This design comes from an exercise in tuning for a short achievable clock period and few clock cycles on the open sky130 flow, not from production work. The RTL was checked by simulation tests, not by an equivalence proof against the original design. Power figures rest on the tool's default switching activity, not on a simulated workload.

// raster_block
module raster_block (
    input  wire        clk,
    input  wire        rst,           
    input  wire        reg_valid,
    input  wire        reg_write,
    input  wire [5:0]  reg_addr,
    input  wire [31:0] reg_wdata,
    output reg  [31:0] reg_rdata,
    output wire        reg_berr,
    output wire        pix_re,
    output wire [15:0] pix_addr,
    input  wire [7:0]  pix_rdata,
    output wire        bmp_re,
    output wire        bmp_we,
    output wire [12:0] bmp_addr,
    output wire [7:0]  bmp_wdata,
    input  wire [7:0]  bmp_rdata,
    output wire        out_we,
    output wire [14:0] out_addr,
    output wire [7:0]  out_wdata,
    output wire        busy_o
);
Size: roughly 160 I/O pins.
make LEC_CHECK=0 ABC_CLOCK_PERIOD_IN_PS=5000 CAP_MARGIN=20 CORE_MARGIN=2 CORE_UTILIZATION=40 PLACE_DENSITY=0.6 SETUP_SLACK_MARGIN=5 SLEW_MARGIN=20 finish   # period 11.0 ns
run.sh (not shown) runs the stock make flow with config.mk's settings and CLKGATE_MAP_FILE= SYNTH_SCRIPT=/design/flow/synth_recipe.tcl, a recipe that flattens the netlist after the stock synthesis.
Testbench counts at the start, summed over its fixed seeds: cycles 1,102,940.
Then changed:
Settings changed: ABC_CLOCK_PERIOD_IN_PS 5000 to not set, SETUP_SLACK_MARGIN 5 to not set.
What happened: Final area drops by 0.67%. Total power stays flat. Worst hold slack hardly moves. Critical path depth fell by 4. Routed wire length came out lower by 0.56%. Register-to-register slack stays flat. Utilization falls by 0.31 points. Sequential share of layout area grows by 0.22 points.

* * *

raster_block, a different RTL version from the one above (not shown whole).
For scale: roughly 7400 cells after synthesis, about 160 I/O pins, ~0.070 mm² of cells after synthesis.
==> flow/config.mk <==
export PLATFORM = sky130hd
export DESIGN_NAME = raster_block
export DESIGN_NICKNAME = raster_block
export VERILOG_FILES = /design/flow/design.v
export SDC_FILE = /design/flow/constraint.sdc
export NUM_CORES = 4
export LEC_CHECK = 0
export ABC_CLOCK_PERIOD_IN_PS = 5000
export CAP_MARGIN = 20
export CORE_MARGIN = 2
export CORE_UTILIZATION = 40
export GPL_ROUTABILITY_DRIVEN = 0
export GPL_TIMING_DRIVEN = 1
export PLACE_DENSITY = 0.6
export SLEW_MARGIN = 20
==> flow/constraint.sdc <==
create_clock -name core_clock -period 11.0 [get_ports {clk}]
set_input_delay 2.2000 -clock core_clock [delete_from_list [all_inputs] [get_ports {clk}]]
set_output_delay 2.2000 -clock core_clock [all_outputs]
set_load 0.01 [all_outputs]
standard.sh (not shown) runs the stock make flow with config.mk's settings and CLKGATE_MAP_FILE= SYNTH_SCRIPT=/design/flow/synth_recipe.tcl, a recipe that flattens the netlist after the stock synthesis.
==> flow/flow/run.sh <==
#!/bin/bash
set -euo pipefail
bash standard.sh SETUP_SLACK_MARGIN=6.5 \
  "PLACE_PINS_ARGS=-group_pins {reg_rdata[0] reg_rdata[1] reg_rdata[2] reg_rdata[3] reg_rdata[4] reg_rdata[5] reg_rdata[6] reg_rdata[7] reg_rdata[8] reg_rdata[9] reg_rdata[10] reg_rdata[11] reg_rdata[12] reg_rdata[13] reg_rdata[14] reg_rdata[15] reg_valid reg_berr reg_addr[5] reg_addr[4] reg_addr[3] reg_addr[2] reg_addr[1] reg_addr[0] reg_rdata[16] reg_rdata[17] reg_rdata[18] reg_rdata[19] reg_rdata[20] reg_rdata[21] reg_rdata[22] reg_rdata[23] reg_rdata[24] reg_rdata[25] reg_rdata[26] reg_rdata[27] reg_rdata[28] reg_rdata[29] reg_rdata[30] reg_rdata[31]}" \
  finish > standard_flow.log 2>&1
Testbench counts at the start, summed over its fixed seeds: cycles 1,103,036.
Edit:
==> flow/flow/run.sh (replaced) <==
#!/bin/bash
set -euo pipefail
bash standard.sh SETUP_SLACK_MARGIN=6.5 \
  "PLACE_PINS_ARGS=-group_pins {reg_valid reg_berr reg_addr* reg_rdata*}" \
  finish > standard_flow.log 2>&1
Settings changed: CORE_UTILIZATION 40 to 55, GPL_ROUTABILITY_DRIVEN 0 to default, GPL_TIMING_DRIVEN 1 to default, PLACE_DENSITY 0.6 to 0.7.
The new run completed without violations.
Cell count falls by about 7%.
Via count rises by 1.2%.
Critical path depth falls by 1.
Routed wire length falls by 3.6%.
Clock power falls by about 1%.
Worst setup slack gets worse by 59 ps.
Worst hold slack gets worse by 3.9 ps.
Combinational power rises by about 4%.
Area after synthesis does not change.
Core utilization rises by 17 points.
Total power hardly moves.
Edit:
==> flow/flow/run.sh (replaced) <==
#!/bin/bash
set -euo pipefail
bash standard.sh SETUP_SLACK_MARGIN=6.5 \
  "PLACE_PINS_ARGS=-group_pins {reg_rdata[0] reg_rdata[1] reg_rdata[2] reg_rdata[3] reg_rdata[4] reg_rdata[5] reg_rdata[6] reg_rdata[7] reg_rdata[8] reg_rdata[9] reg_rdata[10] reg_rdata[11] reg_rdata[12] reg_rdata[13] reg_rdata[14] reg_rdata[15] reg_valid reg_berr reg_addr[5] reg_addr[4] reg_addr[3] reg_addr[2] reg_addr[1] reg_addr[0] reg_rdata[16] reg_rdata[17] reg_rdata[18] reg_rdata[19] reg_rdata[20] reg_rdata[21] reg_rdata[22] reg_rdata[23] reg_rdata[24] reg_rdata[25] reg_rdata[26] reg_rdata[27] reg_rdata[28] reg_rdata[29] reg_rdata[30] reg_rdata[31]}" \
  finish > standard_flow.log 2>&1
Settings changed: CORE_UTILIZATION 55 to 40, PLACE_DENSITY 0.7 to 0.6.
Effect:
- synthesized cell count stays the same
- power decreases slightly
- area after synthesis stays the same
- setup slack improves by 40 ps
- cell count increases by a little under a tenth
- worst hold slack improves by 3.9 ps
- final area increases slightly
- wire length increases by a few percent
- register-to-register slack barely changes
Edit:
==> flow/flow/run.sh (replaced) <==
#!/bin/bash
set -euo pipefail
bash standard.sh SETUP_SLACK_MARGIN=6.0 \
  "PLACE_PINS_ARGS=-group_pins {reg_valid reg_berr reg_addr* reg_rdata*}" \
  finish > standard_flow.log 2>&1
Settings changed: ABC_CLOCK_PERIOD_IN_PS 5000 to 4000, PLACE_DENSITY 0.6 to 0.75.
=>
- setup slack gets better by 7.5 ps
- wire length hardly moves
- clock-buffer cell count went down by 8
- critical path depth went up by 2
- final area went down by 0.48%
- via count went up by 2.4%
- total power went down by 1.5%
- non-clock buffer count went down by 21
Edit:
==> flow/flow/run.sh (replaced) <==
#!/bin/bash
set -euo pipefail
bash standard.sh SETUP_SLACK_MARGIN=6.5 \
  "PLACE_PINS_ARGS=-group_pins {reg_valid reg_berr reg_addr* reg_rdata*}" \
  finish > standard_flow.log 2>&1
Settings changed: ABC_CLOCK_PERIOD_IN_PS 4000 to 5000, PLACE_DENSITY 0.75 to 0.6.
Outcome: The new run went through all stages and came out clean. Power came out higher by 2.4%. Routed wire length came out higher by 0.32%. Area after synthesis does not change. Worst hold slack gets worse by 16 ps. Die area is unchanged. Setup slack gets better by 63 ps. Final area barely changes. Maximum frequency came out higher by 1.1%.

* * *

raster_block, a different RTL version from the one above (not shown whole).
Size in the first run: ~7400 cells after synthesis, about 1200 flip-flops, roughly 160 I/O pins.
// raster_block
module raster_block (
    input  wire        clk,
    input  wire        rst,           
    input  wire        reg_valid,
    input  wire        reg_write,
    input  wire [5:0]  reg_addr,
    input  wire [31:0] reg_wdata,
    output reg  [31:0] reg_rdata,
    output wire        reg_berr,
    output wire        pix_re,
    output wire [15:0] pix_addr,
    input  wire [7:0]  pix_rdata,
    output wire        bmp_re,
    output wire        bmp_we,
    output wire [12:0] bmp_addr,
    output wire [7:0]  bmp_wdata,
    input  wire [7:0]  bmp_rdata,
    output wire        out_we,
    output wire [14:0] out_addr,
    output wire [7:0]  out_wdata,
    output wire        busy_o
);
==> flow/config.mk <==
export PLATFORM = sky130hd
export DESIGN_NAME = raster_block
export DESIGN_NICKNAME = raster_block
export VERILOG_FILES = /design/flow/design.v
export SDC_FILE = /design/flow/constraint.sdc
export NUM_CORES = 4
export LEC_CHECK = 0
export ABC_CLOCK_PERIOD_IN_PS = 5000
export CAP_MARGIN = 20
export CORE_MARGIN = 2
export CORE_UTILIZATION = 40
export PLACE_DENSITY = 0.6
export SLEW_MARGIN = 20
==> flow/constraint.sdc <==
create_clock -name core_clock -period 11.0 [get_ports {clk}]
set_input_delay 2.2000 -clock core_clock [delete_from_list [all_inputs] [get_ports {clk}]]
set_output_delay 2.2000 -clock core_clock [all_outputs]
set_load 0.01 [all_outputs]
==> flow/flow/run.sh <==
#!/bin/bash
set -euo pipefail
bash standard.sh SETUP_SLACK_MARGIN=6.5 finish > standard_flow.log 2>&1
Testbench counts at the start, summed over its fixed seeds: cycles 1,103,036.
Then changed:
==> flow/run.sh (new file) <==
#!/bin/bash
# synth_recipe.tcl (not shown) runs the flow's synth.tcl, then flattens the netlist and writes it again
# the make line also repeats each setting of config.mk as NAME=value (left out here)
make -C /OpenROAD-flow-scripts/flow DESIGN_CONFIG=/design/flow/config.mk WORK_HOME=/design/flow/orfs CLKGATE_MAP_FILE= SYNTH_SCRIPT=/design/flow/synth_recipe.tcl finish
Settings changed: SETUP_SLACK_MARGIN set to 5.
removed: flow/flow/run.sh
removed: flow/standard.sh
Outcome: Core utilization decreases by 0.54 points; die area does not change; sequential power barely changes.
Then changed:
==> flow/flow/run.sh (new file) <==
#!/bin/bash
set -euo pipefail
bash standard.sh SETUP_SLACK_MARGIN=6.5 \
  "PLACE_PINS_ARGS=-group_pins {reg_valid reg_berr reg_addr* reg_rdata*}" \
  finish > standard_flow.log 2>&1
==> flow/standard.sh (new file) <==
#!/bin/bash
# synth_recipe.tcl (not shown) runs the flow's synth.tcl, then flattens the netlist and writes it again
# the make line also repeats each setting of config.mk as NAME=value (left out here)
make -C /OpenROAD-flow-scripts/flow DESIGN_CONFIG=/design/flow/config.mk WORK_HOME=/design/flow/orfs CLKGATE_MAP_FILE= SYNTH_SCRIPT=/design/flow/synth_recipe.tcl "${@:-finish}"
Settings changed: SETUP_SLACK_MARGIN 5 to unset.
removed: flow/run.sh
- The new run produced a clean layout
- global-route usage rises by 0.57 points
- wire length grows by 2.6%
- combinational power is higher by 9.4%

==> what the ideal ports hide <==
How much do the figures lean on ideal ports? The routed layouts below were timed once more, with nothing changed but the port constraints.
Step 1 sets driving cells, clkbuf_16 on the clock port and buf_2 on the other inputs (assumed; they add their load-dependent delay and slew).
Step 2 adds t to the input delays and takes it off the output delays; t is the mean of the earliest and latest rising clock arrival at the registers after step 1. Input paths then give back, and output paths get back, about the clock's delay inside the block.
a / b / c = ideal ports / drivers / drivers and shift; a / b = the first two.
run | shift t [ns] | setup slack, ns | worst hold slack (ns) | worst register clock-pin slew, ns | cell pins on the clock port's net
the first run of note 1 | 0.803 | 5.005 / 4.881 / 4.881 | 0.317 / 0.317 / 0.317 | 0.07 / 0.07 | 1
the second run of note 1 | 0.803 | 3.194 / 3.074 / 3.074 | 0.317 / 0.317 / 0.317 | 0.07 / 0.07 | 1
the first run of note 2 | 0.867 | 5.207 / 5.121 / 5.121 | 0.323 / 0.323 / 0.323 | 0.07 / 0.07 | 1
the second run of note 2 | 0.853 | 5.148 / 5.084 / 5.084 | 0.319 / 0.319 / 0.319 | 0.07 / 0.07 | 1
the third run of note 2 | 0.873 | 5.188 / 5.101 / 5.101 | 0.323 / 0.323 / 0.323 | 0.07 / 0.07 | 1
the fourth run of note 2 | 0.876 | 5.196 / 5.060 / 5.060 | 0.316 / 0.316 / 0.316 | 0.07 / 0.07 | 1
the fifth run of note 2 | 0.861 | 5.258 / 5.180 / 5.180 | 0.300 / 0.300 / 0.300 | 0.07 / 0.07 | 1
the first run of note 3 | 0.839 | 5.144 / 5.079 / 5.079 | 0.317 / 0.317 / 0.317 | 0.07 / 0.07 | 1
the second run of note 3 | 0.839 | 4.943 / 4.904 / 4.904 | 0.306 / 0.306 / 0.306 | 0.07 / 0.07 | 1
the third run of note 3 | 0.869 | 5.102 / 5.036 / 5.036 | 0.319 / 0.319 / 0.319 | 0.07 / 0.07 | 1
After both steps every run listed still meets setup and hold. The setup slack of the fourth run of note 2, which loses most, moves by -0.136 ns with the drivers and by -0.136 ns with both steps.
